This is an optimization exercise on Yosys and OpenROAD, whose aim is small area, a short achievable clock period and few clock cycles, not a production implementation. Function was not checked in any run shown here: the RTL went through the layout flow alone. Power is estimated from default activity; no workload was simulated.

### flow/design.v
module huff_tree #(
    parameter K  = 16,   
    parameter FW = 12,   
    parameter SW = 16    
) (
    input  wire           clk,
    input  wire           rst,
    input  wire           cmd_valid,
    output wire           cmd_ready,
    input  wire [4:0]     k_cnt,
    input  wire [K*FW-1:0] freqs,
    output wire           out_valid,
    input  wire           out_ready,
    output wire           out_end,
    output wire [4:0]     out_left,
    output wire [4:0]     out_right,
    output wire [SW-1:0]  out_freq
);
    localparam ID = K/2;    
    integer j;
    reg  [3:0]    prk [0:K-1];    
    reg  [3:0]    pt;             
    reg           pdone;          
    wire [FW-1:0] ft = freqs[pt*FW +: FW];
    reg  [K-1:0]  lt;             
    always @(*)
        for (j = 0; j < K; j = j + 1)
            lt[j] = (j >= k_cnt) ||
                    (ft < freqs[j*FW +: FW]) ||
                    (ft == freqs[j*FW +: FW] && pt < j);
    reg  [FW-1:0] rf [0:K-1];
    reg  [3:0]    rk [0:K-1];
    reg  [4:0]    rk_k;           
    reg  [4:0]    s;              
    reg           rfb;            
    assign cmd_ready = pdone && !rfb;
    wire   acc = cmd_valid && cmd_ready;
    reg           act;            
    reg           mrf;            
    reg           pend;           
    reg  [4:0]    ih;             
    reg  [SW-1:0] iq [0:ID-1];
    reg  [3:0]    n;              
    reg           o_v, o_e;
    reg  [4:0]    o_l, o_r;
    reg  [SW-1:0] o_f;
    wire [4:0]    lrem = mrf ? rk_k - s : 5'd0;
    wire          vl0 = (lrem != 5'd0);
    wire          vl1 = (lrem[4:1] != 4'd0);
    wire          vi0 = (n != 4'd0);
    wire          vi1 = (n[3:1] != 3'd0);
    wire [3:0]    s1 = s[3:0] + 4'd1;
    reg  [FW-1:0] l0f, l1f;
    reg  [3:0]    l0i, l1i;
    always @(*) begin
        l0f = 0; l1f = 0; l0i = 0; l1i = 0;
        for (j = 0; j < K; j = j + 1) begin
            if (rk[j] == s[3:0]) begin
                l0f = l0f | rf[j];
                l0i = l0i | j;
            end
            if (rk[j] == s1) begin
                l1f = l1f | rf[j];
                l1i = l1i | j;
            end
        end
    end
    wire [SW-1:0] l0 = {{(SW-FW){1'b0}}, l0f};
    wire [SW-1:0] l1 = {{(SW-FW){1'b0}}, l1f};
    wire [SW-1:0] i0 = iq[0];
    wire [SW-1:0] i1 = iq[1];
    wire          last  = (lrem == 5'd1 && n == 4'd0) || (lrem == 5'd0 && n == 4'd1);
    wire          oslot = !o_v || out_ready;
    wire          go_end   = act && oslot && last;
    wire          go_merge = act && oslot && !last;
    wire          ca = vl0 && (!vi0 || l0 <= i0);    
    wire          cb = vl1 && (!vi0 || l1 <= i0);    
    wire          cc = vl0 && (!vi1 || l0 <= i1);    
    wire [SW-1:0] s_ll = l0 + l1;
    wire [SW-1:0] s_li = l0 + i0;
    wire [SW-1:0] s_ii = i0 + i1;
    wire [SW-1:0] sum = ca ? (cb ? s_ll : s_li) : (cc ? s_li : s_ii);
    wire [4:0]    xi = ca ? {1'b0, l0i} : ih;
    wire [4:0]    yi = ca ? (cb ? {1'b0, l1i} : ih) : (cc ? {1'b0, l0i} : ih + 5'd1);
    wire [1:0]    lpop = ca ? (cb ? 2'd2 : 2'd1) : (cc ? 2'd1 : 2'd0);
    wire [1:0]    ipop = 2'd2 - lpop;
    wire [3:0]    wpos = n - ipop;    
    wire [1:0]    lp = go_merge ? lpop : (go_end && vl0) ? 2'd1 : 2'd0;
    wire          lfree = mrf && (s + lp == rk_k);
    wire          start = (!act || go_end) && (pend || acc);
    assign out_valid = o_v;
    assign out_end   = o_e;
    assign out_left  = o_l;
    assign out_right = o_r;
    assign out_freq  = o_f;
    always @(posedge clk) begin
        if (acc)
            for (j = 0; j < K; j = j + 1) begin
                rf[j] <= freqs[j*FW +: FW];
                rk[j] <= prk[j];
            end
        if (cmd_valid && !pdone)
            for (j = 0; j < K; j = j + 1)
                prk[j] <= (pt == 4'd0 ? 4'd0 : prk[j]) + lt[j];
        if (go_merge)
            for (j = 0; j < ID; j = j + 1)
                iq[j] <= (j == wpos) ? sum :
                         (ipop == 2'd0) ? iq[j] :
                         (ipop == 2'd1) ? iq[(j+1) % ID] : iq[(j+2) % ID];
        if (go_merge || go_end) begin
            o_e <= go_end;
            o_l <= go_end ? (vl0 ? {1'b0, l0i} : ih) : xi;
            o_r <= yi;
            o_f <= go_end ? (vl0 ? l0 : i0) : sum;
        end
        if (acc)
            rk_k <= k_cnt;
        if (acc)
            s <= 5'd0;
        else if (mrf)
            s <= s + lp;
        if (rst) begin
            pt    <= 4'd0;
            pdone <= 1'b0;
            rfb   <= 1'b0;
            act   <= 1'b0;
            mrf   <= 1'b0;
            pend  <= 1'b0;
            n     <= 4'd0;
            o_v   <= 1'b0;
        end else begin
            if (acc || !cmd_valid) begin
                pt    <= 4'd0;
                pdone <= 1'b0;
            end else if (!pdone) begin
                if ({1'b0, pt} == k_cnt - 5'd1)
                    pdone <= 1'b1;
                else
                    pt <= pt + 4'd1;
            end
            if (acc)
                rfb <= 1'b1;
            else if (lfree)
                rfb <= 1'b0;
            if (go_merge)
                n <= wpos + 4'd1;
            else if (go_end)
                n <= 4'd0;
            if (go_merge || go_end)
                o_v <= 1'b1;
            else if (out_ready)
                o_v <= 1'b0;
            if (go_merge)
                ih <= ih + ipop;
            if (start) begin
                act  <= 1'b1;
                mrf  <= 1'b1;
                pend <= 1'b0;
                ih   <= pend ? rk_k : k_cnt;
            end else begin
                if (go_end)
                    act <= 1'b0;
                if (acc) begin
                    mrf  <= 1'b0;
                    pend <= 1'b1;
                end else if (go_end) begin
                    mrf  <= 1'b0;
                end
            end
        end
    end
endmodule
### flow/constraint.sdc
create_clock -name core_clock -period 10.0 [get_ports {clk}]
set_input_delay 2.0000 -clock core_clock [delete_from_list [all_inputs] [get_ports {clk}]]
set_output_delay 2.0000 -clock core_clock [all_outputs]
set_load 0.01 [all_outputs]
### flow/config.mk
export PLATFORM = sky130hd
export DESIGN_NAME = huff_tree
export DESIGN_NICKNAME = huff_tree
export VERILOG_FILES = /design/flow/design.v
export SDC_FILE = /design/flow/constraint.sdc
export NUM_CORES = 4
export LEC_CHECK = 0
export CAP_MARGIN = 30
export CORE_MARGIN = 2
export CORE_UTILIZATION = 40
export SLEW_MARGIN = 40
### flow/run.sh
#!/bin/bash
# synth_recipe.tcl (not shown) runs the flow's synth.tcl, then flattens the netlist and writes it again
# the make line also repeats each setting of config.mk as NAME=value (left out here)
make -C /OpenROAD-flow-scripts/flow DESIGN_CONFIG=/design/flow/config.mk WORK_HOME=/design/flow/orfs CLKGATE_MAP_FILE= SYNTH_SCRIPT=/design/flow/synth_recipe.tcl finish
==> notes.md, run 1 <==
- The worst hold path class is flip-flop to flip-flop.
- The clock skew after layout is 0.0203 ns.
- The synthesized design contains 485 enable-type register cells.
- The post-synthesis cell type with the largest combined area is sky130_fd_sc_hd__edfxtp_1.
- The clock passes through at most 3 buffers.
- The residual antenna-violating net count after detailed routing is 0.
- The number of hold buffers added after CTS was 0.
- The critical path class is flip-flop to flip-flop.
- Dividing the detail-routed via count by the number of cells gives 6.19.
- The number of optimization iterations in the first detailed-route pass is 6.
- In this design, the critical path's most frequently occurring cell is sky130_fd_sc_hd__buf_4.
- The die is 295 um wide.
- The netlist area before placement is 33900 um2.
- The H-tree was split into 2 levels.
- The fraction of power consumed by sequential logic is 38.1%.
- Setup total negative slack on the finished layout was measured at 0 ns.
- The category of cells accounting for the largest share of critical-path delay is simple AND/OR/NAND/NOR gates.
- The kind of start point of the critical path is a flip-flop.
- Data arrives at the worst endpoint at 8.32 ns.
- The warning count from the yosys run is 5.
- The pin slew with the least headroom to its limit is 0.924 ns.
- The leftover overflow at the end of global routing is 0.
- The floorplan step defined a die boundary enclosing 87200 um2.
- After synthesis, the largest area contributor takes up 42.9% of total cell area.
- The global placer's final weighted congestion is 1.00.
- The final HPWL from detailed placement is 98000 um.
- The chip height is 295 um.
- The analysis attributes to cell leakage a power of 15.9 nW.
- The final number of hold-violating endpoints came to 0.
- The effective utilization at floorplan is 40.5%.
- Prior to clock tree synthesis, the placed netlist has a worst setup slack of 1.50 ns.
- The stage delay of the slowest cell on the critical path is 0.75 ns.
- Sorting the synthesized cells by area gives the leading types as sky130_fd_sc_hd__edfxtp_1, sky130_fd_sc_hd__ha_1, sky130_fd_sc_hd__mux2i_1, sky130_fd_sc_hd__mux4_2, sky130_fd_sc_hd__inv_1.
- Counting the fill cells in the layout gives 7590.
- The port buffer count is 229.
- In this run, synthesis produced a sequential element count of 504.
- IR analysis of the VDD net gives a maximum drop of 0.129 mV.
- For this run, design rule violations remaining after detail routing come to 0.
- The via count of the first global-routing pass came to 26600.
- The number of slew-limit violations in the final report is 0.
- Summing internal, switching and leakage power gives 6.32 mW.
- The area added between synthesis and finish is 16.8%.
- The highest fanout seen on the critical path is 48.
- In this run, post-CTS repair resized a total of 0 instances.
- In this run, the combinational gates consume 29.2% of the power.
- After synthesis, the share of flip-flops with an asynchronous set or reset is 0%.
- The worst-path cell with the longest stage delay is sky130_fd_sc_hd__nor4_1.
- The initial antenna violation count was 2.
- Among all flip-flop cells after synthesis, the most frequent one is sky130_fd_sc_hd__edfxtp_1.
- The total I/O pin count is 230.
- The average footprint of a synthesized cell is 11.6 um2.
- Once the clock tree was built, the setup fixing pass inserted 0 buffers.
- The number of nets at the end of the flow is 3677.
- Setup slack on the critical path of the routed design comes to 1.98 ns.
- The sequential fraction of the synthesis area is 44.0%.
- Power spread over the standard cell area amounts to 159 nW/um2.
- For the worst setup path, the data required time is 10.31 ns.
- The clock tree from TritonCTS is built.
- The share of layout cells above drive strength 1 is 8.99%.
- The clock sink count is 504.
- The overall fraction of global-route tracks in use is 28.8%.
- The switching portion of total power is 32.3%.
- Based on the critical path, the design can be clocked at up to 125 MHz.
- In this run, the clock network consumes 32.7% of the power.
- The wire length of the first global-routing pass is 183000 um.
- After layout, the minimum clock period comes to 8.02 ns.
- The internal power consumption is 4.28 mW.
- The setup violation total in the final timing report is 0.
- The final routed wire length divided by cell count is 29.3 um.
- The placed instances occupy a cell area of 37800 um2.
- The core area is 83800 um2.
- Setup repair after global routing left no endpoint under its margin.
- The number of placement rows is 106.
- Counting the buffers created by CTS gives 54.
- Synthesis instantiated 85 different standard cells from the library.
- The max-capacitance violation count is 0.
- Summed over all layers, the routed wires come to 127000 um.
- The net switching power is 2.04 mW.
- The clock reaches the later pin of the worst-skew pair after 0.63 ns.
- In this run the clock root is driven by a sky130_fd_sc_hd__clkbuf_16.
- The combined buffer and inverter count along the critical path is 5.
- The flow ran to the end and the layout has no timing, DRC or antenna violations.
- The detailed router placed 26800 vias in this run.
- For this block, the initial DRC count from the detailed router was 3011.
- The element type at the critical path end is a flip-flop.
- Headroom to the max-slew limit came out at 38.2%.
- The flop-to-flop setup slack is 1.98 ns.
- The number of nets handed over by synthesis was 3459.
- The design area is 39700 um2.
- Clock-pin slew was measured on the worst setup and hold paths at 0.07 ns.
- The maximum number of pins on one net before global-route repair is 153.
- The count of mapped cells out of synthesis is 2928.
- Dividing the final minimum period by the clock period gives 80.2%.
- The final hold slack is 0.443 ns.
==> synthesized netlist by cell type, types with 4 or more instances <==
| library cell | count |
|---|---|
| sky130_fd_sc_hd__inv_1 | 247 |
| sky130_fd_sc_hd__ha_1 | 323 |
| sky130_fd_sc_hd__o21a_1 | 26 |
| sky130_fd_sc_hd__o21ai_0 | 69 |
| sky130_fd_sc_hd__buf_6 | 8 |
| sky130_fd_sc_hd__nor3_1 | 50 |
| sky130_fd_sc_hd__mux4_2 | 61 |
| sky130_fd_sc_hd__nand4_1 | 68 |
| sky130_fd_sc_hd__edfxtp_1 | 485 |
| sky130_fd_sc_hd__a211oi_1 | 25 |
| sky130_fd_sc_hd__a31oi_1 | 12 |
| sky130_fd_sc_hd__nor4_1 | 30 |
| sky130_fd_sc_hd__clkbuf_1 | 76 |
| sky130_fd_sc_hd__nand2_1 | 111 |
| sky130_fd_sc_hd__nand2b_1 | 24 |
| sky130_fd_sc_hd__a21boi_0 | 13 |
| sky130_fd_sc_hd__o211ai_1 | 18 |
| sky130_fd_sc_hd__and2_1 | 38 |
| sky130_fd_sc_hd__a21o_1 | 64 |
| sky130_fd_sc_hd__a21oi_1 | 123 |
| sky130_fd_sc_hd__o221ai_1 | 4 |
| sky130_fd_sc_hd__a221o_1 | 7 |
| sky130_fd_sc_hd__o21ai_2 | 4 |
| sky130_fd_sc_hd__xnor2_1 | 94 |
| sky130_fd_sc_hd__buf_4 | 6 |
| sky130_fd_sc_hd__nor2b_1 | 39 |
| sky130_fd_sc_hd__fa_1 | 7 |
| sky130_fd_sc_hd__o21ai_1 | 14 |
| sky130_fd_sc_hd__buf_2 | 35 |
| sky130_fd_sc_hd__and4_1 | 4 |
| sky130_fd_sc_hd__and3_1 | 6 |
| sky130_fd_sc_hd__a221oi_1 | 101 |
| sky130_fd_sc_hd__mux2i_1 | 257 |
| sky130_fd_sc_hd__o22ai_1 | 4 |
| sky130_fd_sc_hd__or4_1 | 8 |
| sky130_fd_sc_hd__nor2_1 | 109 |
| sky130_fd_sc_hd__xor2_1 | 101 |
| sky130_fd_sc_hd__or3_1 | 6 |
| sky130_fd_sc_hd__buf_1 | 5 |
| sky130_fd_sc_hd__a22o_1 | 88 |
| sky130_fd_sc_hd__dfxtp_1 | 19 |
| sky130_fd_sc_hd__a22oi_1 | 20 |
| sky130_fd_sc_hd__mux2_2 | 5 |
| sky130_fd_sc_hd__nand3_1 | 47 |
| sky130_fd_sc_hd__o31ai_1 | 6 |
==> flip-flops by register name, indices dropped and copies added, names as in the netlist, 5 cells and up <==
signal	flops
rk_k	5
o_l	5
o_r	5
prk	64
rk	64
ih	5
o_f	16
s	5
rf	192
iq	128
==> area by class of cell <==
cell class | count | area (um2) | share of cell area (%)
tap | 1134 | 1420 | 3.58
clock buffer | 73 | 1490 | 3.77
antenna | 1 | 2.50 | 0.00631
inverter | 249 | 935 | 2.36
clock inverter | 28 | 302 | 0.760
timing repair buffer | 292 | 2810 | 7.09
sequential | 504 | 14900 | 37.7
multi-input combinational | 2045 | 17700 | 44.7
==> layer usage <==
layer / global-route usage [%] / routed length, um / vias to the layer above
li1: - / - / 11600
met1: 39.3 / 52600 / 13300
met2: 46.3 / 57900 / 1553
met3: 4.67 / 11000 / 302
met4: 10.2 / 5150 / 2
met5: 0 / 13 / -
==> placed cells by master (no fill, tap or decap), types with 17 or more instances in the layout <==
cell / n
sky130_fd_sc_hd__o211ai_1: 18
sky130_fd_sc_hd__o21a_1: 26
sky130_fd_sc_hd__inv_1: 247
sky130_fd_sc_hd__a21o_1: 64
sky130_fd_sc_hd__a221oi_1: 101
sky130_fd_sc_hd__and2_1: 36
sky130_fd_sc_hd__a22oi_1: 20
sky130_fd_sc_hd__nor3_1: 35
sky130_fd_sc_hd__dfxtp_1: 17
sky130_fd_sc_hd__nand4_1: 68
sky130_fd_sc_hd__xnor2_1: 94
sky130_fd_sc_hd__clkdlybuf4s50_1: 228
sky130_fd_sc_hd__a21oi_1: 122
sky130_fd_sc_hd__a211oi_1: 25
sky130_fd_sc_hd__clkbuf_16: 55
sky130_fd_sc_hd__edfxtp_1: 485
sky130_fd_sc_hd__ha_1: 322
sky130_fd_sc_hd__nor2_1: 108
sky130_fd_sc_hd__buf_4: 58
sky130_fd_sc_hd__nand2b_1: 24
sky130_fd_sc_hd__a22o_1: 88
sky130_fd_sc_hd__xor2_1: 101
sky130_fd_sc_hd__nand3_1: 47
sky130_fd_sc_hd__o21ai_1: 17
sky130_fd_sc_hd__nor2b_1: 38
sky130_fd_sc_hd__mux4_2: 61
sky130_fd_sc_hd__mux2i_1: 257
sky130_fd_sc_hd__nand2_1: 103
sky130_fd_sc_hd__o21ai_0: 66
==> power groups by stage <==
stage | combinational, mW | sequential (mW) | clock (mW)
after floorplan | 1.17 | 2.43 | 0
after global placement | 1.75 | 2.45 | 0
after detailed placement | 1.80 | 2.46 | 0
after CTS | 1.81 | 2.41 | 2.09
after global routing | 2.00 | 2.41 | 2.17
final | 1.85 | 2.41 | 2.07
==> metrics by stage <==
step / cells / utilization, %
3_3_place_gp: 4222 / 45.0
3_5_place_dp: 4222 / 45.1
2_1_floorplan: 2928 / -
4_1_cts: 4323 / 47.2
6_report: 4326 / 47.3
5_1_grt: 4325 / 47.3
==> worst paths after layout <==
kind	start	to	cells past startpoint
max	s[2]$_SDFFE_PP0P_	iq[7][7]$_DFFE_PP_	25
min	prk[10][0]$_DFFE_PP_	rk[10][0]$_DFFE_PP_	0
max reg2reg	s[2]$_SDFFE_PP0P_	iq[7][7]$_DFFE_PP_	25
min reg2reg	prk[10][0]$_DFFE_PP_	rk[10][0]$_DFFE_PP_	0
==> kinds of logic (layout without fill, tap and decap cells) <==
group / after synthesis / in the layout / synth area share [%]
buf+inv: 379 / 642 / 4.56
mux: 324 / 324 / 11.8
xor+xnor: 197 / 197 / 5.15
other cells: 0 / 1 / 0
flops: 504 / 504 / 44.0
compound gates: 638 / 638 / 13.7
simple gates: 556 / 556 / 8.44
fa+ha+maj: 330 / 330 / 12.3
==> inputs of run 2 (changes only) <==
--- a/flow/config.mk
+++ b/flow/config.mk
@@ -7,2 +7,3 @@
 export LEC_CHECK = 0
+export ABC_CLOCK_PERIOD_IN_PS = 4000
 export CAP_MARGIN = 30
@@ -10,2 +11,3 @@
 export CORE_UTILIZATION = 40
+export SETUP_SLACK_MARGIN = 5
 export SLEW_MARGIN = 40
==> notes.md, run 2 <==
- The CTS buffer count came to 56 (was 54).
- The power after layout is 7.18 mW (was 6.32 mW).
- The total I/O pin count is 230 (unchanged).
- The shortest clock period the worst path allows after layout is 6.02 ns (was 8.02 ns).
- The kind of start point of the critical path is a flip-flop (unchanged).
- The core area is 83800 um2 (unchanged).
- The number of placed instances with taps included is 4217 (was 4222).
- The stage delay of the slowest cell on the critical path is 0.38 ns (was 0.75 ns).
- The via density per instance is 6.23 (was 6.19).
- The cell leakage power is 18.6 nW (was 15.9 nW).
- Run status: timing/DRC/antenna clean (unchanged).
- The flop-to-flop setup slack is 3.98 ns (was 1.98 ns).
- The highest fanout seen on the critical path is 13 (was 48).
- The most instantiated flip-flop cell in the synthesis netlist is sky130_fd_sc_hd__edfxtp_1 (unchanged).
- The final number of hold-violating endpoints was 0 (unchanged).
- The setup violation total in the final timing report is 0 (unchanged).
- Largest cells by area after synthesis: sky130_fd_sc_hd__edfxtp_1, sky130_fd_sc_hd__ha_1, sky130_fd_sc_hd__mux2i_1, sky130_fd_sc_hd__mux4_2, sky130_fd_sc_hd__inv_1 (unchanged).
- The number of flops mapped to enable cells by yosys came to 485 (unchanged).
- The hold-critical path depth is 0 (unchanged).
- The warning count from the yosys run came to 5 (unchanged).
- The post-synthesis cell type with the largest combined area is sky130_fd_sc_hd__edfxtp_1 (unchanged).
- The leftover overflow at the end of global routing came to 0 (unchanged).
- The die outline width is 295 um (unchanged).
- The via count of the first global-routing pass came to 28600 (was 26600).
- The total negative slack for setup checks was 0 ns (unchanged).
- The clock skew after layout is 0.0176 ns (was 0.0203 ns).
- The cell at the root of the clock tree is sky130_fd_sc_hd__clkbuf_16 (unchanged).
- The wire length reported by the detailed router was 143000 um (was 127000 um).
- The launch instance of the worst register-to-register path was s[3]$_SDFFE_PP0P_ (was s[2]$_SDFFE_PP0P_).
- The global placer's final weighted congestion is 1.01 (was 1.00).
- The number of hold-repair buffers added at the cts stage is 0 (unchanged).
- The clock-pin slew reported for the worst setup and hold paths after clock tree synthesis is 0.06 ns (was 0.07 ns).
- The number of diodes is 0 (was 1).
- The design area is 46200 um2 (was 39700 um2).
- The share of the synthesized area in the top cell type is 42.9% (unchanged).
- The area enclosed by the die boundary is 87200 um2 (unchanged).
- The sequential fraction of the synthesis area is 44.0% (unchanged).
- Most numerous cell types in the synthesized netlist: sky130_fd_sc_hd__edfxtp_1, sky130_fd_sc_hd__ha_1, sky130_fd_sc_hd__mux2i_1 (unchanged).
- Top flop regs: rf: 192 flops, iq: 128 flops (unchanged).
- The number of different library cells in the post-synthesis netlist is 85 (unchanged).
- The deepest clock path buffer count is 3 (unchanged).
- The clock latency of the later-clocked register in the worst-skew pair is 0.63 ns (about the same).
- The most repeated library cell on the critical path is sky130_fd_sc_hd__buf_4 (unchanged).
- The most common cell after layout, fill and taps aside is sky130_fd_sc_hd__edfxtp_1 (unchanged).
- The initial antenna violation count is 2 (unchanged).
- The final routed wire length divided by cell count is 30.7 um (was 29.3 um).
- The startpoint of the tightest hold check path is prk[1][0]$_DFFE_PP_ (was prk[10][0]$_DFFE_PP_).
- The fraction of registers with async set or reset after synthesis is 0% (unchanged).
- The clock tree from TritonCTS is built (unchanged).
- The post-placement cell area is 38400 um2 (was 37800 um2).
- The share of layout cells above drive strength 1 is 30.7% (was 8.99%).
- The count of mapped cells out of synthesis was 2928 (unchanged).
- The reg-to-reg critical path endpoint is iq[7][15]$_DFFE_PP_ (was iq[7][7]$_DFFE_PP_).
- The final design utilization was 55.1% (was 47.3%).
- The number of levels the H-tree was split into is 2 (unchanged).
- The overall fraction of global-route tracks in use is 31.5% (was 28.8%).
- The residual antenna-violating net count after detailed routing was 0 (unchanged).
- The arrival time of the worst setup path was 6.37 ns (was 8.32 ns).
- The critical path data required time is 10.35 ns (was 10.31 ns).
- The area added between synthesis and finish was 36.2% (was 16.8%).
- The maximum number of pins on one net before global-route repair came to 106 (was 153).
- The clock sink count came to 504 (unchanged).
- The maximum clock frequency is 166 MHz (was 125 MHz).
- The category of cells accounting for the largest share of critical-path delay is compound AO/OA/AOI/OAI gates (was simple AND/OR/NAND/NOR gates).
- The element type at the critical path end is a flip-flop (unchanged).
- The effective utilization at floorplan is 40.5% (unchanged).
- The normalized max-slew margin is 39.5% (was 38.2%).
- The cell area power density is 155 nW/um2 (was 159 nW/um2).
- The pre-CTS setup slack is 2.35 ns (was 1.50 ns).
- The number of optimization iterations in the first detailed-route pass is 7 (was 6).
- The critical path class is flip-flop to flip-flop (unchanged).
- The number of slew-limit violations in the final report was 0 (unchanged).
- The combined buffer and inverter count along the critical path is 10 (was 5).
- The final worst-path cycle share was 60.2% (was 80.2%).
- The number of cells on the worst reg-to-reg path is 27 (was 25).
- The port buffer count is 229 (unchanged).
- The register bank with the most flops is rf (unchanged).
- The end of the worst hold path was rk[1][0]$_DFFE_PP_ (was rk[10][0]$_DFFE_PP_).
- The worst-path cell with the longest stage delay is sky130_fd_sc_hd__dfxtp_4 (was sky130_fd_sc_hd__nor4_1).
- The number of nets at the end of the flow is 4010 (was 3677).
- The wire length of the first global-routing pass is 199000 um (was 183000 um).
- The chip height came to 295 um (unchanged).
- The final HPWL from detailed placement is 101000 um (was 98000 um).
- The number of placement rows is 106 (unchanged).
- The number of violations reported at the end of detailed-routing iteration 0 is 3263 (was 3011).
- The highest ir drop seen on vdd is 0.122 mV (was 0.129 mV).
- The pin slew with the least headroom to its limit is 0.904 ns (was 0.924 ns).
- The number of non-filler instances in the completed layout was 4659 (was 4326).
- The worst hold path class is flip-flop to flip-flop (unchanged).
- The max-capacitance violation count is 0 (unchanged).
- The number of vias in the routed layout was 29000 (was 26800).
- The final critical-path setup slack is 3.98 ns (was 1.98 ns).
- The post-synth net total is 3459 (unchanged).
- Unrepaired setup endpoints after global routing: true (was false).
- The dominant cell by count in the synthesized netlist was sky130_fd_sc_hd__edfxtp_1 (unchanged).
- The post-synthesis register bit count is 504 (unchanged).
- The average footprint of a synthesized cell is 11.6 um2 (unchanged).
- The netlist area before placement was 33900 um2 (unchanged).
- The flip-flop count of the largest register after layout is 192 (unchanged).
- The final hold slack came to 0.438 ns (was 0.443 ns).
- The number of remaining DRC errors is 0 (unchanged).
- Commonest non-fill, non-tap cells in the layout: sky130_fd_sc_hd__edfxtp_1, sky130_fd_sc_hd__mux2i_1, sky130_fd_sc_hd__inv_1, sky130_fd_sc_hd__ha_1, sky130_fd_sc_hd__buf_4 (was sky130_fd_sc_hd__edfxtp_1, sky130_fd_sc_hd__ha_1, sky130_fd_sc_hd__mux2i_1, sky130_fd_sc_hd__inv_1, sky130_fd_sc_hd__clkdlybuf4s50_1).
[run 2: cell counts after synthesis]
Identical to the previous run, type by type.
[run 2: layout make-up]
type	count	area, um2
Clock buffer	68	1510
Clock inverter	36	340
Fill cell	7020	37600
Inverter	249	946
Multi-Input combinational cell	2052	20700
Sequential cell	504	15000
Tap cell	1134	1420
Timing Repair Buffer	616	6280
[run 2: what timing repair did]
| item | CTS | global route |
|---|---|---|
| resized for setup | 963 | 208 |
| setup endpoints to repair | 359 | 343 |
| cloned | 13 | 8 |
| pin swaps | 186 | 177 |
| setup buffers | 242 | 75 |
[run 2: power by group]
group	internal, mW	total [mW]	leakage (nW)	switching (mW)
Sequential	2.37	2.41	4.59	0.0453
Combinational	1.20	2.66	13.2	1.46
Clock	1.21	2.10	0.882	0.895
[run 2: routing by layer]
metal / wire length (um) / global-route usage [%]
met2: 65900 / 51.6
met4: 7470 / 11.7
met5: 11 / 0
met1: 57100 / 41.9
met3: 12500 / 5.38
[run 2: worst max-delay path by stage]
stage,startpoint,end,cells past startpoint
detailed placement,s[3]$_SDFFE_PP0P_,iq[3][11]$_DFFE_PP_,21
global placement,s[3]$_SDFFE_PP0P_,iq[4][5]$_DFFE_PP_,21
floorplan,s[1]$_SDFFE_PP0P_,iq[4][0]$_DFFE_PP_,29
CTS,s[0]$_SDFFE_PP0P_,iq[0][10]$_DFFE_PP_,30
finish,s[3]$_SDFFE_PP0P_,iq[7][15]$_DFFE_PP_,27
global route,s[3]$_SDFFE_PP0P_,iq[7][15]$_DFFE_PP_,27
[run 2: logic make-up (layout without fill, tap and decap cells)]
| kind of cell | after synthesis | after routing | synth area share [%] |
|---|---|---|---|
| AOI/OAI and AO/OA | 638 | 643 | 13.7 |
| xor gates and xnor gates | 197 | 197 | 5.15 |
| muxes | 324 | 326 | 11.8 |
| DFF | 504 | 504 | 44.0 |
| and+or+nand+nor | 556 | 556 | 8.44 |
| buffers and inverters | 379 | 969 | 4.56 |
| adders and majority gates | 330 | 330 | 12.3 |
==> inputs of run 3 (changes only) <==
--- a/flow/design.v
+++ b/flow/design.v
@@ -22,10 +22,29 @@
     reg  [3:0]    pt;             
+    reg  [FW-1:0] ft;             
+    reg           ftv;            
+    reg           plast;          
     reg           pdone;          
-    wire [FW-1:0] ft = freqs[pt*FW +: FW];
+    wire [FW-1:0] fte = ftv ? ft : freqs[FW-1:0];
     reg  [K-1:0]  lt;             
+    reg  [3:0]    prk_n [0:K-1];  
+    reg  [K-1:0]  ohp0, ohp1;     
     always @(*)
-        for (j = 0; j < K; j = j + 1)
+        for (j = 0; j < K; j = j + 1) begin
             lt[j] = (j >= k_cnt) ||
-                    (ft < freqs[j*FW +: FW]) ||
-                    (ft == freqs[j*FW +: FW] && pt < j);
+                    (fte < freqs[j*FW +: FW]) ||
+                    (fte == freqs[j*FW +: FW] && pt < j);
+            if (pdone) begin
+                prk_n[j] = prk[j];
+                ohp0[j]  = (prk[j] == 4'd0);
+                ohp1[j]  = (prk[j] == 4'd1);
+            end else if (!ftv) begin
+                prk_n[j] = {3'd0, lt[j]};
+                ohp0[j]  = !lt[j];
+                ohp1[j]  = lt[j];
+            end else begin
+                prk_n[j] = prk[j] + lt[j];
+                ohp0[j]  = (prk[j] == 4'd0) && !lt[j];
+                ohp1[j]  = (prk[j] == 4'd1) ? !lt[j] : (prk[j] == 4'd0) && lt[j];
+            end
+        end
     reg  [FW-1:0] rf [0:K-1];
@@ -34,4 +53,5 @@
     reg  [4:0]    s;              
+    reg  [K-1:0]  oh0, oh1;       
     reg           rfb;            
-    assign cmd_ready = pdone && !rfb;
+    assign cmd_ready = (pdone || plast) && !rfb;
     wire   acc = cmd_valid && cmd_ready;
@@ -51,5 +71,7 @@
     wire          vi1 = (n[3:1] != 3'd0);
-    wire [3:0]    s1 = s[3:0] + 4'd1;
+    wire [3:0]    s2 = s[3:0] + 4'd2;
+    wire [3:0]    s3 = s[3:0] + 4'd3;
     reg  [FW-1:0] l0f, l1f;
     reg  [3:0]    l0i, l1i;
+    reg  [K-1:0]  oh2, oh3;
     always @(*) begin
@@ -57,3 +79,3 @@
         for (j = 0; j < K; j = j + 1) begin
-            if (rk[j] == s[3:0]) begin
+            if (oh0[j]) begin
                 l0f = l0f | rf[j];
@@ -61,3 +83,3 @@
             end
-            if (rk[j] == s1) begin
+            if (oh1[j]) begin
                 l1f = l1f | rf[j];
@@ -65,2 +87,4 @@
             end
+            oh2[j]  = (rk[j] == s2);
+            oh3[j]  = (rk[j] == s3);
         end
@@ -96,10 +120,10 @@
     always @(posedge clk) begin
-        if (acc)
+        if (cmd_ready)
             for (j = 0; j < K; j = j + 1) begin
                 rf[j] <= freqs[j*FW +: FW];
-                rk[j] <= prk[j];
-            end
-        if (cmd_valid && !pdone)
-            for (j = 0; j < K; j = j + 1)
-                prk[j] <= (pt == 4'd0 ? 4'd0 : prk[j]) + lt[j];
+                rk[j] <= prk_n[j];
+            end
+        for (j = 0; j < K; j = j + 1)
+            prk[j] <= prk_n[j];
+        ft <= freqs[(pt + 4'd1)*FW +: FW];
         if (go_merge)
@@ -117,8 +141,18 @@
             rk_k <= k_cnt;
-        if (acc)
-            s <= 5'd0;
-        else if (mrf)
-            s <= s + lp;
+        if (cmd_ready) begin
+            oh0 <= ohp0;
+            oh1 <= ohp1;
+        end else if (mrf) begin
+            oh0 <= (lp == 2'd0) ? oh0 : (lp == 2'd1) ? oh1 : oh2;
+            oh1 <= (lp == 2'd0) ? oh1 : (lp == 2'd1) ? oh2 : oh3;
+        end
+        if (acc) begin
+            s   <= 5'd0;
+        end else if (mrf) begin
+            s   <= s + lp;
+        end
         if (rst) begin
             pt    <= 4'd0;
+            ftv   <= 1'b0;
+            plast <= 1'b0;
             pdone <= 1'b0;
@@ -133,8 +167,10 @@
                 pt    <= 4'd0;
+                ftv   <= 1'b0;
+                plast <= 1'b0;
                 pdone <= 1'b0;
             end else if (!pdone) begin
-                if ({1'b0, pt} == k_cnt - 5'd1)
-                    pdone <= 1'b1;
-                else
-                    pt <= pt + 4'd1;
+                pt    <= pt + 4'd1;
+                ftv   <= 1'b1;
+                plast <= ({1'b0, pt} + 5'd2 == k_cnt);
+                pdone <= ({1'b0, pt} + 5'd1 == k_cnt);
             end
==> notes.md, run 3 <==
- The wire length reported by the detailed router is 150000 um (was 143000 um).
- The number of placed instances with taps included is 4817 (was 4217).
- The number of nets at the end of the flow was 4489 (was 4010).
- The worst-path cell with the longest stage delay was sky130_fd_sc_hd__fa_2 (was sky130_fd_sc_hd__dfxtp_4).
- The cell at the root of the clock tree is sky130_fd_sc_hd__clkbuf_16 (unchanged).
- Top flop regs: rf: 192 flops, iq: 128 flops (unchanged).
- The number of different library cells in the post-synthesis netlist was 97 (was 85).
- The highest fanout seen on the critical path is 8 (was 13).
- The dominant cell by count in the synthesized netlist is sky130_fd_sc_hd__edfxtp_1 (unchanged).
- The clock-pin slew reported for the worst setup and hold paths after clock tree synthesis came to 0.06 ns (about the same).
- The number of slew-limit violations in the final report is 0 (unchanged).
- The normalized max-slew margin came to 42.9% (was 39.5%).
- The net switching power was 1.78 mW (was 2.41 mW).
- The most instantiated flip-flop cell in the synthesis netlist is sky130_fd_sc_hd__edfxtp_1 (unchanged).
- Unrepaired setup endpoints after global routing: true (unchanged).
- The highest ir drop seen on vdd came to 0.136 mV (was 0.122 mV).
- The worst hold path class is flip-flop to flip-flop (unchanged).
- The number of flops mapped to enable cells by yosys was 453 (was 485).
- The post-synthesis cell type with the largest combined area is sky130_fd_sc_hd__edfxtp_1 (unchanged).
- The count of mapped cells out of synthesis was 3520 (was 2928).
- The most repeated library cell on the critical path is sky130_fd_sc_hd__buf_6 (was sky130_fd_sc_hd__buf_4).
- The shortest clock period the worst path allows after layout was 5.10 ns (was 6.02 ns).
- The final HPWL from detailed placement is 106000 um (was 101000 um).
- The combined buffer and inverter count along the critical path was 8 (was 10).
- The area added between synthesis and finish is 26.3% (was 36.2%).
- The initial antenna violation count is 8 (was 2).
- The register bank with the most flops was rf (unchanged).
- The post-placement cell area is 40600 um2 (was 38400 um2).
- The share of layout cells above drive strength 1 is 15.6% (was 30.7%).
- The die outline width is 307 um (was 295 um).
- The critical path data required time is 10.31 ns (was 10.35 ns).
- The number of optimization iterations in the first detailed-route pass was 6 (was 7).
- The clock tree from TritonCTS is built (unchanged).
- The flip-flop count of the largest register after layout is 192 (unchanged).
- The effective utilization at floorplan is 40.2% (was 40.5%).
- The global placer's final weighted congestion came to 1.01 (about the same).
- The deepest clock path buffer count is 3 (unchanged).
- The critical path goes through buf_6 > buf_8 > a22o_1 > a221oi_2 > nand4_1 > ha_1 > nand2_1 > nor2_1 > a2111o_1 > o211ai_1 > nand3_2 > buf_12 > nand2_8 > clkinv_16 > ha_4 > fa_2 > inv_2 > ha_4 > buf_6 > nand2_8 > a21oi_4 > buf_6 > buf_12.
- The port buffer count is 229 (unchanged).
- Run status: timing/DRC/antenna clean (unchanged).
- The leftover overflow at the end of global routing is 0 (unchanged).
- The setup violation total in the final timing report is 0 (unchanged).
- The netlist area before placement was 36700 um2 (was 33900 um2).
- The overall fraction of global-route tracks in use was 30.6% (was 31.5%).
- The cell area power density came to 135 nW/um2 (was 155 nW/um2).
- The number of remaining DRC errors is 0 (unchanged).
- The clock latency of the later-clocked register in the worst-skew pair was 0.63 ns (about the same).
- The switching portion of total power is 28.4% (was 33.5%).
- The max-capacitance violation count came to 0 (unchanged).
- The clock sink count came to 550 (was 504).
- The average footprint of a synthesized cell was 10.4 um2 (was 11.6 um2).
- The design area is 46400 um2 (was 46200 um2).
- The most common cell after layout, fill and taps aside was sky130_fd_sc_hd__edfxtp_1 (unchanged).
- The total I/O pin count is 230 (unchanged).
- The final number of hold-violating endpoints came to 0 (unchanged).
- The number of hold-repair buffers added at the cts stage is 0 (unchanged).
- The total negative slack for setup checks is 0 ns (unchanged).
- The critical path class is flip-flop to flip-flop (unchanged).
- The wire length of the first global-routing pass came to 211000 um (was 199000 um).
- The final worst-path cycle share is 51.0% (was 60.2%).
- The element type at the critical path end is a flip-flop (unchanged).
- The number of violations reported at the end of detailed-routing iteration 0 is 4512 (was 3263).
- The clock skew after layout was 0.0435 ns (was 0.0176 ns).
- The fraction of registers with async set or reset after synthesis is 0% (unchanged).
- The internal power consumption is 4.48 mW (was 4.77 mW).
- Commonest non-fill, non-tap cells in the layout: sky130_fd_sc_hd__edfxtp_1, sky130_fd_sc_hd__ha_1, sky130_fd_sc_hd__mux2i_1, sky130_fd_sc_hd__inv_1, sky130_fd_sc_hd__clkdlybuf4s50_1 (was sky130_fd_sc_hd__edfxtp_1, sky130_fd_sc_hd__mux2i_1, sky130_fd_sc_hd__inv_1, sky130_fd_sc_hd__ha_1, sky130_fd_sc_hd__buf_4).
- The post-synth net total is 4047 (was 3459).
- The pin slew with the least headroom to its limit is 0.849 ns (was 0.904 ns).
- The residual antenna-violating net count after detailed routing was 0 (unchanged).
- The final design utilization came to 50.8% (was 55.1%).
- The via density per instance was 6.36 (was 6.23).
- The final routed wire length divided by cell count is 28.9 um (was 30.7 um).
- The kind of start point of the critical path is a flip-flop (unchanged).
- The sequential fraction of the synthesis area is 42.3% (was 44.0%).
- The warning count from the yosys run was 6 (was 5).
- The stage delay of the slowest cell on the critical path was 0.54 ns (was 0.38 ns).
- The number of non-filler instances in the completed layout is 5199 (was 4659).
- The core area is 91400 um2 (was 83800 um2).
- The number of vias in the routed layout was 33100 (was 29000).
- The cell leakage power is 18.7 nW (was 18.6 nW).
- The chip height is 307 um (was 295 um).
- The power after layout came to 6.26 mW (was 7.18 mW).
- The via count of the first global-routing pass is 30500 (was 28600).
- The post-synthesis register bit count is 550 (was 504).
- The CTS buffer count is 66 (was 56).
- The category of cells accounting for the largest share of critical-path delay was compound AO/OA/AOI/OAI gates (unchanged).
- The number of levels the H-tree was split into was 3 (was 2).
- The number of placement rows is 111 (was 106).
- The area enclosed by the die boundary is 94300 um2 (was 87200 um2).
- The maximum number of pins on one net before global-route repair is 150 (was 106).
- Most numerous cell types in the synthesized netlist: sky130_fd_sc_hd__edfxtp_1, sky130_fd_sc_hd__ha_1, sky130_fd_sc_hd__mux2i_1 (unchanged).
- The maximum clock frequency is 196 MHz (was 166 MHz).
- The share of the synthesized area in the top cell type is 37.0% (was 42.9%).
- The portion of total power attributed to the clock network is 39.1% (was 29.3%).
- The arrival time of the worst setup path was 5.41 ns (was 6.37 ns).
- Largest cells by area after synthesis: sky130_fd_sc_hd__edfxtp_1, sky130_fd_sc_hd__ha_1, sky130_fd_sc_hd__mux2i_1, sky130_fd_sc_hd__dfxtp_1, sky130_fd_sc_hd__a221oi_1 (was sky130_fd_sc_hd__edfxtp_1, sky130_fd_sc_hd__ha_1, sky130_fd_sc_hd__mux2i_1, sky130_fd_sc_hd__mux4_2, sky130_fd_sc_hd__inv_1).
- The fraction of power consumed by sequential logic is 41.6% (was 33.6%).
- The combinational cell fraction of total power is 19.4% (was 37.1%).
-- run 3: cells by family (layout without fill, tap and decap cells) --
family | after synthesis | count (layout) | synth area share, %
and+or+nand+nor | 776 | 778 | 10.4
buffers and inverters | 459 | 947 | 5.28
muxes | 281 | 281 | 7.87
adders and majority gates | 326 | 326 | 11.2
AOI/OAI and AO/OA | 953 | 955 | 18.7
DFF | 550 | 550 | 42.3
other | 0 | 1 | 0
xor gates and xnor gates | 175 | 175 | 4.17
-- run 3: area by class of cell --
| type | count | area [um2] |
|---|---|---|
| sequential | 550 | 15600 |
| inverter | 268 | 1070 |
| fill | 8171 | 45000 |
| clock inverter | 36 | 374 |
| timing repair inverter | 5 | 43.8 |
| antenna | 1 | 2.50 |
| clock buffer | 82 | 1760 |
| multi-input combinational | 2515 | 20500 |
| tap | 1186 | 1480 |
| timing repair buffer | 556 | 5650 |
-- run 3: per-stage QoR --
stage               hold WS, ns  worst slack [ns]
floorplan                 0.441              4.90
global placement          0.450              2.35
detailed placement        0.469              2.48
CTS                       0.475              4.91
global route              0.499              4.73
finish                    0.482              4.90
-- run 3: worst paths after layout --
| path | depth (start not counted) | to | from | slack [ns] |
|---|---|---|---|---|
| worst min-delay path | 2 | plast$_SDFFE_PP0N_ | plast$_SDFFE_PP0N_ | 0.48 |
| worst min register to register | 2 | plast$_SDFFE_PP0N_ | plast$_SDFFE_PP0N_ | 0.48 |
| worst max register to register | 23 | iq[3][14]$_DFFE_PP_ | oh1[1]$_DFFE_PP_ | 4.90 |
| worst max-delay path | 23 | iq[3][14]$_DFFE_PP_ | oh1[1]$_DFFE_PP_ | 4.90 |
-- run 3: per-layer routing --
metal	vias to the layer above	global-route usage (%)	wire length, um
li1	14400	-	-
met1	15900	40.8	58600
met2	2271	46.5	65300
met3	542	6.41	16600
met4	2	16.3	9900
met5	-	0	12
-- run 3: power groups by stage --
stage | clock (mW) | combinational (mW) | sequential, mW
3_3_place_gp | 0 | 1.05 | 2.65
6_report | 2.45 | 1.21 | 2.60
5_1_grt | 2.54 | 1.30 | 2.61
3_5_place_dp | 0 | 1.08 | 2.65
4_1_cts | 2.46 | 1.16 | 2.60
2_1_floorplan | 0 | 0.650 | 2.63
-- run 3: what timing repair did --
item | 4_1_cts | 5_1_grt
setup buffers | 182 | 59
cloned | 14 | 7
resized for setup | 123 | 121
pin swaps | 53 | 55
setup endpoints to repair | 471 | 345
-- run 3: worst register-to-register path: stages, from the launching register on --
cell and delay, ns:
sky130_fd_sc_hd__edfxtp_1 0.38, sky130_fd_sc_hd__buf_6 0.16, sky130_fd_sc_hd__buf_8 0.16, sky130_fd_sc_hd__a22o_1 0.25
sky130_fd_sc_hd__a221oi_2 0.18, sky130_fd_sc_hd__nand4_1 0.25, sky130_fd_sc_hd__ha_1 0.41, sky130_fd_sc_hd__nand2_1 0.08
sky130_fd_sc_hd__nor2_1 0.04, sky130_fd_sc_hd__a2111o_1 0.42, sky130_fd_sc_hd__o211ai_1 0.30, sky130_fd_sc_hd__nand3_2 0.15
sky130_fd_sc_hd__buf_12 0.18, sky130_fd_sc_hd__nand2_8 0.09, sky130_fd_sc_hd__clkinv_16 0.06, sky130_fd_sc_hd__ha_4 0.16
sky130_fd_sc_hd__fa_2 0.54, sky130_fd_sc_hd__inv_2 0.12, sky130_fd_sc_hd__ha_4 0.19, sky130_fd_sc_hd__buf_6 0.14
sky130_fd_sc_hd__nand2_8 0.07, sky130_fd_sc_hd__a21oi_4 0.23, sky130_fd_sc_hd__buf_6 0.15, sky130_fd_sc_hd__buf_12 0.11
==> inputs of run 4 (changes only) <==
--- a/flow/config.mk
+++ b/flow/config.mk
@@ -8,6 +8,6 @@
 export ABC_CLOCK_PERIOD_IN_PS = 4000
-export CAP_MARGIN = 30
+export CAP_MARGIN = 20
 export CORE_MARGIN = 2
-export CORE_UTILIZATION = 40
+export CORE_UTILIZATION = 60
 export SETUP_SLACK_MARGIN = 5
-export SLEW_MARGIN = 40
+export SLEW_MARGIN = 20
==> notes.md, run 4 <==
- The number of placement rows is 90 (was 111).
- The worst hold path class is flip-flop to flip-flop (unchanged).
- The final routed wire length divided by cell count is 33.4 um (was 28.9 um).
- Largest cells by area after synthesis: sky130_fd_sc_hd__edfxtp_1, sky130_fd_sc_hd__ha_1, sky130_fd_sc_hd__mux2i_1, sky130_fd_sc_hd__dfxtp_1, sky130_fd_sc_hd__a221oi_1 (unchanged).
- The normalized max-slew margin is 21.3% (was 42.9%).
- The number of vias in the routed layout was 34900 (was 33100).
- The pre-CTS setup slack was 2.45 ns (was 2.48 ns).
- The overall fraction of global-route tracks in use is 48.2% (was 30.6%).
- The total I/O pin count is 230 (unchanged).
- The number of flops mapped to enable cells by yosys is 453 (unchanged).
- The pin slew with the least headroom to its limit came to 1.18 ns (was 0.849 ns).
- The core area is 60500 um2 (was 91400 um2).
- The kind of start point of the critical path is a flip-flop (unchanged).
- The highest fanout seen on the critical path is 6 (was 8).
- The global placer's final weighted congestion is 1.12 (was 1.01).
- The critical path data required time is 10.39 ns (was 10.31 ns).
- The cell leakage power is 18.2 nW (was 18.7 nW).
- The dominant cell by count in the synthesized netlist is sky130_fd_sc_hd__edfxtp_1 (unchanged).
- The average footprint of a synthesized cell is 10.4 um2 (unchanged).
- The area enclosed by the die boundary is 63200 um2 (was 94300 um2).
- The residual antenna-violating net count after detailed routing is 0 (unchanged).
- The wire length reported by the detailed router is 158000 um (was 150000 um).
- The critical path class was flip-flop to flip-flop (unchanged).
- The element type at the critical path end is a flip-flop (unchanged).
- Unrepaired setup endpoints after global routing: true (unchanged).
- The most instantiated flip-flop cell in the synthesis netlist is sky130_fd_sc_hd__edfxtp_1 (unchanged).
- The clock-pin slew reported for the worst setup and hold paths after clock tree synthesis is 0.07 ns (was 0.06 ns).
- The final worst-path cycle share is 50.8% (was 51.0%).
- Top flop regs: rf: 192 flops, iq: 128 flops (unchanged).
- The net switching power is 1.78 mW (about the same).
- The sequential fraction of the synthesis area is 42.3% (unchanged).
- The die outline width is 251 um (was 307 um).
- The cell area power density is 137 nW/um2 (was 135 nW/um2).
- The effective utilization at floorplan was 60.8% (was 40.2%).
- The flip-flop count of the largest register after layout came to 192 (unchanged).
- The chip height is 251 um (was 307 um).
- The area added between synthesis and finish is 22.3% (was 26.3%).
- The number of slew-limit violations in the final report is 0 (unchanged).
- Run status: timing/DRC/antenna clean (unchanged).
- The number of remaining DRC errors was 0 (unchanged).
- The total negative slack for setup checks is 0 ns (unchanged).
- The final number of hold-violating endpoints is 0 (unchanged).
- The most common cell after layout, fill and taps aside is sky130_fd_sc_hd__edfxtp_1 (unchanged).
- The share of layout cells above drive strength 1 is 14.0% (was 15.6%).
- The port buffer count was 229 (unchanged).
- The fraction of power consumed by sequential logic is 42.5% (was 41.6%).
- The number of different library cells in the post-synthesis netlist came to 97 (unchanged).
- The internal power consumption came to 4.36 mW (was 4.48 mW).
- The setup violation total in the final timing report is 0 (unchanged).
- The number of nets at the end of the flow is 4433 (was 4489).
- The CTS buffer count is 57 (was 66).
- The clock skew after layout was 0.0466 ns (was 0.0435 ns).
- The combinational cell fraction of total power is 19.8% (was 19.4%).
- The fraction of registers with async set or reset after synthesis came to 0% (unchanged).
- The maximum number of pins on one net before global-route repair is 97 (was 150).
- The netlist area before placement came to 36700 um2 (unchanged).
- The clock latency of the later-clocked register in the worst-skew pair is 0.67 ns (was 0.63 ns).
- The arrival time of the worst setup path is 5.47 ns (was 5.41 ns).
- The highest ir drop seen on vdd is 0.152 mV (was 0.136 mV).
- The wire length of the first global-routing pass is 221000 um (was 211000 um).
- The post-synth net total is 4047 (unchanged).
- The leftover overflow at the end of global routing was 0 (unchanged).
- The via density per instance was 7.36 (was 6.36).
- The warning count from the yosys run came to 6 (unchanged).
- The cell at the root of the clock tree is sky130_fd_sc_hd__clkbuf_16 (unchanged).
- The clock sink count is 550 (unchanged).
- The number of optimization iterations in the first detailed-route pass came to 12 (was 6).
- The initial antenna violation count came to 10 (was 8).
- Commonest non-fill, non-tap cells in the layout: sky130_fd_sc_hd__edfxtp_1, sky130_fd_sc_hd__ha_1, sky130_fd_sc_hd__mux2i_1, sky130_fd_sc_hd__inv_1, sky130_fd_sc_hd__buf_4 (was sky130_fd_sc_hd__edfxtp_1, sky130_fd_sc_hd__ha_1, sky130_fd_sc_hd__mux2i_1, sky130_fd_sc_hd__inv_1, sky130_fd_sc_hd__clkdlybuf4s50_1).
- The post-synthesis register bit count came to 550 (unchanged).
- The via count of the first global-routing pass came to 33300 (was 30500).
- The count of mapped cells out of synthesis is 3520 (unchanged).
- The final HPWL from detailed placement is 110000 um (was 106000 um).
- The clock tree from TritonCTS is built (unchanged).
- The filler cell count is 4000 (was 8171).
- The deepest clock path buffer count came to 3 (unchanged).
- The share of the synthesized area in the top cell type came to 37.0% (unchanged).
- The number of violations reported at the end of detailed-routing iteration 0 is 6054 (was 4512).
- The shortest clock period the worst path allows after layout is 5.08 ns (was 5.10 ns).
- The portion of total power attributed to the clock network is 37.7% (was 39.1%).
- The number of levels the H-tree was split into is 2 (was 3).
- The register bank with the most flops is rf (unchanged).
- The switching portion of total power is 28.9% (was 28.4%).
- The final critical-path setup slack was 4.92 ns (was 4.90 ns).
- The max-capacitance violation count is 0 (unchanged).
- The number of hold-repair buffers added at the cts stage is 0 (unchanged).
- The post-synthesis cell type with the largest combined area is sky130_fd_sc_hd__edfxtp_1 (unchanged).
- Most numerous cell types in the synthesized netlist: sky130_fd_sc_hd__edfxtp_1, sky130_fd_sc_hd__ha_1, sky130_fd_sc_hd__mux2i_1 (unchanged).
- The maximum clock frequency is 197 MHz (was 196 MHz).
[run 4: cell count changes in the layout (fill, tap and decap cells not counted), moves of 6 or more]
cell,change
sky130_fd_sc_hd__buf_4,+10
sky130_fd_sc_hd__buf_6,-41
sky130_fd_sc_hd__clkbuf_1,-9
sky130_fd_sc_hd__clkbuf_16,-14
sky130_fd_sc_hd__clkinvlp_4,+6
sky130_fd_sc_hd__diode_2,+6
sky130_fd_sc_hd__nor2_1,+6
[run 4: worst paths after layout]
kind | start | end | slack (ns) | cells past startpoint
hold / removal | plast$_SDFFE_PP0N_ | plast$_SDFFE_PP0N_ | 0.47 | 2
setup / recovery | oh0[2]$_DFFE_PP_ | iq[4][0]$_DFFE_PP_ | 4.92 | 24
setup reg to reg | oh0[2]$_DFFE_PP_ | iq[4][0]$_DFFE_PP_ | 4.92 | 24
hold reg to reg | plast$_SDFFE_PP0N_ | plast$_SDFFE_PP0N_ | 0.47 | 2
[run 4: kinds of logic (layout without fill, tap and decap cells)]
| logic type | count (synthesis) | after routing | synth area share, % |
|---|---|---|---|
| AOI/OAI and AO/OA | 953 | 955 | 18.7 |
| and+or+nand+nor | 776 | 778 | 10.4 |
| DFF | 550 | 550 | 42.3 |
| buffers and inverters | 459 | 886 | 5.28 |
| adders and majority gates | 326 | 326 | 11.2 |
| muxes | 281 | 281 | 7.87 |
| xor gates and xnor gates | 175 | 175 | 4.17 |
| other | 0 | 7 | 0 |
[run 4: cell type report]
type                    count  area [um2]  area share [%]
diodes                      7        17.5          0.0390
clock buffers              61        1440            3.21
repair inverters            4        35.0          0.0780
repair buffers            510        4960            11.0
clock inverters            43         578            1.29
multi-input cells        2515       20300            45.2
flip-flops and latches    550       15600            34.6
inverters                 268        1070            2.37
well taps                 782         978            2.18
[run 4: worst max-delay path, stage by stage (launching register included)]
cell,delay (ns)
sky130_fd_sc_hd__edfxtp_1,0.54
sky130_fd_sc_hd__buf_4,0.21
sky130_fd_sc_hd__buf_4,0.15
sky130_fd_sc_hd__a221oi_1,0.29
sky130_fd_sc_hd__nand4_1,0.17
sky130_fd_sc_hd__buf_6,0.17
sky130_fd_sc_hd__ha_4,0.24
sky130_fd_sc_hd__nor2b_1,0.12
sky130_fd_sc_hd__o211ai_1,0.26
sky130_fd_sc_hd__a21oi_2,0.13
sky130_fd_sc_hd__o31a_2,0.31
sky130_fd_sc_hd__a21o_4,0.27
sky130_fd_sc_hd__inv_16,0.10
sky130_fd_sc_hd__nand2_8,0.08
sky130_fd_sc_hd__inv_16,0.07
sky130_fd_sc_hd__ha_4,0.13
sky130_fd_sc_hd__inv_1,0.09
sky130_fd_sc_hd__a21oi_4,0.24
sky130_fd_sc_hd__xnor2_2,0.20
sky130_fd_sc_hd__nand2_2,0.11
sky130_fd_sc_hd__o22ai_4,0.25
sky130_fd_sc_hd__buf_12,0.18
sky130_fd_sc_hd__nand2_8,0.08
sky130_fd_sc_hd__a21oi_4,0.24
sky130_fd_sc_hd__clkbuf_16,0.20
[run 4: repair_timing]
action / CTS / global route
endpoints found under the setup margin: 479 / 363
endpoints found under the hold margin: 0 / 0
cloned: 10 / 5
resized for setup: 73 / 101
pin swaps: 46 / 53
buffers inserted: 160 / 59
[run 4: per-layer routing]
layer	vias to the layer above	wire length [um]	global-route usage [%]	share of wire, %
li1	14300	-	-	-
met1	16300	51500	56.6	33
met2	3308	67400	72.7	43
met3	956	24500	18.3	15
met4	12	14800	34.4	9.4
met5	-	111	0	0.070
[run 4: per-stage QoR]
| stage | total power [mW] | cell area [um2] | util, % | cells | hold slack [ns] |
|---|---|---|---|---|---|
| floorplan | 3.28 | 37300 | - | 3520 | 0.441 |
| global placement | 3.67 | 39800 | 65.9 | 4395 | 0.457 |
| detailed placement | 3.72 | 39800 | 65.9 | 4395 | 0.460 |
| CTS | 6.03 | 43800 | 72.4 | 4669 | 0.470 |
| global route | 6.28 | 44900 | 74.3 | 4734 | 0.514 |
| finish | 6.14 | 44900 | 74.3 | 4740 | 0.469 |
[run 4: power groups by stage]
stage | logic (mW) | registers (mW) | clock network [mW]
4_1_cts | 1.13 | 2.60 | 2.30
5_1_grt | 1.28 | 2.61 | 2.38
3_5_place_dp | 1.06 | 2.66 | 0
2_1_floorplan | 0.650 | 2.63 | 0
6_report | 1.22 | 2.61 | 2.32
3_3_place_gp | 1.01 | 2.65 | 0
==> inputs of run 5 (changes only) <==
--- a/flow/config.mk
+++ b/flow/config.mk
@@ -7,3 +7,3 @@
 export LEC_CHECK = 0
-export ABC_CLOCK_PERIOD_IN_PS = 4000
+export ABC_CLOCK_PERIOD_IN_PS = 2500
 export CAP_MARGIN = 20
==> notes.md, run 5 <==
- The number of non-filler instances in the completed layout is 4740 (unchanged).
- The arrival time of the worst setup path is 5.47 ns (about the same).
- The global placer's final weighted congestion was 1.12 (unchanged).
- The dominant cell by count in the synthesized netlist is sky130_fd_sc_hd__edfxtp_1 (unchanged).
- The count of mapped cells out of synthesis was 3520 (unchanged).
- The normalized max-slew margin is 21.3% (unchanged).
- The final HPWL from detailed placement came to 110000 um (unchanged).
- Most numerous cell types in the synthesized netlist: sky130_fd_sc_hd__edfxtp_1, sky130_fd_sc_hd__ha_1, sky130_fd_sc_hd__mux2i_1 (unchanged).
- The total I/O pin count came to 230 (unchanged).
- The area enclosed by the die boundary is 63200 um2 (unchanged).
- The chip height is 251 um (unchanged).
- The netlist area before placement is 36700 um2 (unchanged).
- The setup violation total in the final timing report came to 0 (unchanged).
- The number of flops mapped to enable cells by yosys is 453 (unchanged).
- The worst hold path class is flip-flop to flip-flop (unchanged).
- The residual antenna-violating net count after detailed routing is 0 (unchanged).
- The maximum clock frequency is 197 MHz (unchanged).
- The critical path class is flip-flop to flip-flop (unchanged).
- Largest cells by area after synthesis: sky130_fd_sc_hd__edfxtp_1, sky130_fd_sc_hd__ha_1, sky130_fd_sc_hd__mux2i_1, sky130_fd_sc_hd__dfxtp_1, sky130_fd_sc_hd__a221oi_1 (unchanged).
- The CTS buffer count is 57 (unchanged).
- Top flop regs: rf: 192 flops, iq: 128 flops (unchanged).
- The highest fanout seen on the critical path is 6 (unchanged).
- The clock skew after layout is 0.0466 ns (unchanged).
- The final hold slack was 0.469 ns (unchanged).
- Commonest non-fill, non-tap cells in the layout: sky130_fd_sc_hd__edfxtp_1, sky130_fd_sc_hd__ha_1, sky130_fd_sc_hd__mux2i_1, sky130_fd_sc_hd__inv_1, sky130_fd_sc_hd__buf_4 (unchanged).
- The cell area power density came to 137 nW/um2 (unchanged).
- The warning count from the yosys run is 6 (unchanged).
- The share of layout cells above drive strength 1 is 14.0% (unchanged).
- The number of hold-repair buffers added at the cts stage is 0 (unchanged).
- The max-capacitance violation count is 0 (unchanged).
- The number of levels the H-tree was split into came to 2 (unchanged).
- The fraction of registers with async set or reset after synthesis is 0% (unchanged).
- The number of placement rows is 90 (unchanged).
- The pin slew with the least headroom to its limit is 1.18 ns (unchanged).
- The cell at the root of the clock tree is sky130_fd_sc_hd__clkbuf_16 (unchanged).
- The wire length of the first global-routing pass is 221000 um (unchanged).
- The final number of hold-violating endpoints came to 0 (unchanged).
- The flip-flop count of the largest register after layout is 192 (unchanged).
- The number of violations reported at the end of detailed-routing iteration 0 is 6054 (unchanged).
- The port buffer count came to 229 (unchanged).
- The post-synthesis cell type with the largest combined area is sky130_fd_sc_hd__edfxtp_1 (unchanged).
- The clock-pin slew reported for the worst setup and hold paths after clock tree synthesis is 0.07 ns (about the same).
- The wire length reported by the detailed router is 158000 um (unchanged).
- The most instantiated flip-flop cell in the synthesis netlist is sky130_fd_sc_hd__edfxtp_1 (unchanged).
- The number of cells on the worst reg-to-reg path is 24 (unchanged).
- The via count of the first global-routing pass came to 33300 (unchanged).
- Run status: timing/DRC/antenna clean (unchanged).
- The total negative slack for setup checks was 0 ns (unchanged).
- The post-synth net total is 4047 (unchanged).
- The area added between synthesis and finish was 22.3% (unchanged).
- The clock sink count is 550 (unchanged).
- The hold-critical path depth was 2 (unchanged).
- The die outline width is 251 um (unchanged).
- The filler cell count came to 4000 (unchanged).
- The cell leakage power is 18.2 nW (unchanged).
- The clock latency of the later-clocked register in the worst-skew pair came to 0.67 ns (about the same).
- The maximum number of pins on one net before global-route repair was 97 (unchanged).
- The clock tree from TritonCTS is built (unchanged).
- The leftover overflow at the end of global routing is 0 (unchanged).
- The average footprint of a synthesized cell was 10.4 um2 (unchanged).
- The overall fraction of global-route tracks in use was 48.2% (unchanged).
- The shortest clock period the worst path allows after layout is 5.08 ns (unchanged).
- The initial antenna violation count is 10 (unchanged).
- The critical path data required time was 10.39 ns (about the same).
- Unrepaired setup endpoints after global routing: true (unchanged).
- The core area is 60500 um2 (unchanged).
- The share of the synthesized area in the top cell type was 37.0% (unchanged).
- The kind of start point of the critical path is a flip-flop (unchanged).
- The deepest clock path buffer count is 3 (unchanged).
- The register bank with the most flops is rf (unchanged).
- The element type at the critical path end is a flip-flop (unchanged).
- The number of slew-limit violations in the final report was 0 (unchanged).
- The final worst-path cycle share is 50.8% (unchanged).
- The highest ir drop seen on vdd is 0.152 mV (unchanged).
- The number of optimization iterations in the first detailed-route pass is 12 (unchanged).
- The number of vias in the routed layout is 34900 (unchanged).
- The number of nets at the end of the flow was 4433 (unchanged).
- The via density per instance is 7.36 (unchanged).
- The number of remaining DRC errors was 0 (unchanged).
- The final routed wire length divided by cell count is 33.4 um (unchanged).
- The post-synthesis register bit count is 550 (unchanged).
- The sequential fraction of the synthesis area is 42.3% (unchanged).
- The number of placed instances with taps included was 4395 (unchanged).
- The most common cell after layout, fill and taps aside was sky130_fd_sc_hd__edfxtp_1 (unchanged).
- The effective utilization at floorplan is 60.8% (unchanged).
- The number of different library cells in the post-synthesis netlist is 97 (unchanged).
==> run 5: cell counts in the layout (fill, tap and decap cells not counted) <==
No cell type changed its count.
==> run 5: final timing paths <==
kind,start,end,slack [ns]
hold reg to reg,plast$_SDFFE_PP0N_,plast$_SDFFE_PP0N_,0.47
setup / recovery,oh0[2]$_DFFE_PP_,iq[4][0]$_DFFE_PP_,4.92
hold / removal,plast$_SDFFE_PP0N_,plast$_SDFFE_PP0N_,0.47
setup reg to reg,oh0[2]$_DFFE_PP_,iq[4][0]$_DFFE_PP_,4.92
==> run 5: stage by stage <==
stage	power (mW)	cell area, um2	utilization [%]	setup slack (ns)
6_report	6.14	44900	74.3	4.92
5_1_grt	6.28	44900	74.3	4.84
4_1_cts	6.03	43800	72.4	4.94
3_5_place_dp	3.72	39800	65.9	2.45
3_3_place_gp	3.67	39800	65.9	2.64
2_1_floorplan	3.28	37300	-	4.90
==> run 5: worst max-delay path: stages (launching register included) <==
cell and delay, ns:
sky130_fd_sc_hd__edfxtp_1 0.54, sky130_fd_sc_hd__buf_4 0.21, sky130_fd_sc_hd__buf_4 0.15, sky130_fd_sc_hd__a221oi_1 0.29, sky130_fd_sc_hd__nand4_1 0.17, sky130_fd_sc_hd__buf_6 0.17, sky130_fd_sc_hd__ha_4 0.24, sky130_fd_sc_hd__nor2b_1 0.12
sky130_fd_sc_hd__o211ai_1 0.26, sky130_fd_sc_hd__a21oi_2 0.13, sky130_fd_sc_hd__o31a_2 0.31, sky130_fd_sc_hd__a21o_4 0.27, sky130_fd_sc_hd__inv_16 0.10, sky130_fd_sc_hd__nand2_8 0.08, sky130_fd_sc_hd__inv_16 0.07, sky130_fd_sc_hd__ha_4 0.13
sky130_fd_sc_hd__inv_1 0.09, sky130_fd_sc_hd__a21oi_4 0.24, sky130_fd_sc_hd__xnor2_2 0.20, sky130_fd_sc_hd__nand2_2 0.11, sky130_fd_sc_hd__o22ai_4 0.25, sky130_fd_sc_hd__buf_12 0.18, sky130_fd_sc_hd__nand2_8 0.08, sky130_fd_sc_hd__a21oi_4 0.24
sky130_fd_sc_hd__clkbuf_16 0.20
==> run 5: layout make-up <==
type / count / area, um2 / area share (%)
multi-input combinational: 2515 / 20300 / 45.2
sequential: 550 / 15600 / 34.6
timing repair buffer: 510 / 4960 / 11.0
clock buffer: 61 / 1440 / 3.21
inverter: 268 / 1070 / 2.37
tap: 782 / 978 / 2.18
clock inverter: 43 / 578 / 1.29
timing repair inverter: 4 / 35.0 / 0.0780
antenna: 7 / 17.5 / 0.0390
==> run 5: routing by layer <==
layer | GRT usage, % | wire, um
met1 | 56.6 | 51500
met2 | 72.7 | 67400
met3 | 18.3 | 24500
met4 | 34.4 | 14800
met5 | 0 | 111
==> run 5: logic make-up (layout without fill, tap and decap cells) <==
family                   Yosys count  after routing  synth area share (%)
XOR/XNOR                         175            175                  4.17
flip-flops                       550            550                  42.3
AO/OA/AOI/OAI                    953            955                  18.7
AND/OR/NAND/NOR                  776            778                  10.4
other                              0              7                     0
buffers and inverters            459            886                  5.28
multiplexers                     281            281                  7.87
adder cells (fa/ha/maj)          326            326                  11.2
==> run 5: report_power, final <==
part,internal [mW],total (mW),switching (mW)
clock network,1.34,2.32,0.980
logic,0.487,1.22,0.730
registers,2.54,2.61,0.0668
total,4.36,6.14,1.78
==> run 5: what timing repair did <==
action                     in CTS  in global routing
setup endpoints to repair     479                363
pin swaps                      46                 53
setup buffers                 160                 59
resized for setup              73                101
cloned                         10                  5

separate check: timing with driven ports:
The results above use ideal ports. As a check the final layouts listed here were re-extracted and re-timed, cells and wires unchanged. Step 1, drivers: a clkbuf_16 drives clk and a buf_2 each remaining input, both assumed. Step 2, shift: input delay + t, output delay - t, t = (earliest + latest rising clock arrival at the registers) / 2. This alone moves slack from input paths to output paths. a / b / c = no drivers / after step 1 / after step 2; a / b = the first two.
| run | t, ns | slack for setup (ns) | worst setup path at the end | worst slew at a driven data input, ns |
|---|---|---|---|---|
| run 1 | 0.694 | 1.982 / 1.982 / 1.982 | register to register | 0.04 |
| run 2 | 0.686 | 3.984 / 3.984 / 3.980 | input to register | 0.07 |
| run 3 | 0.680 | 4.897 / 4.897 / 4.384 | input to register | 0.09 |
| run 4 | 0.714 | 4.918 / 4.918 / 4.325 | input to register | 0.14 |
| run 5 | 0.714 | 4.918 / 4.918 / 4.325 | input to register | 0.14 |
After both steps setup and hold are still met in every run listed.
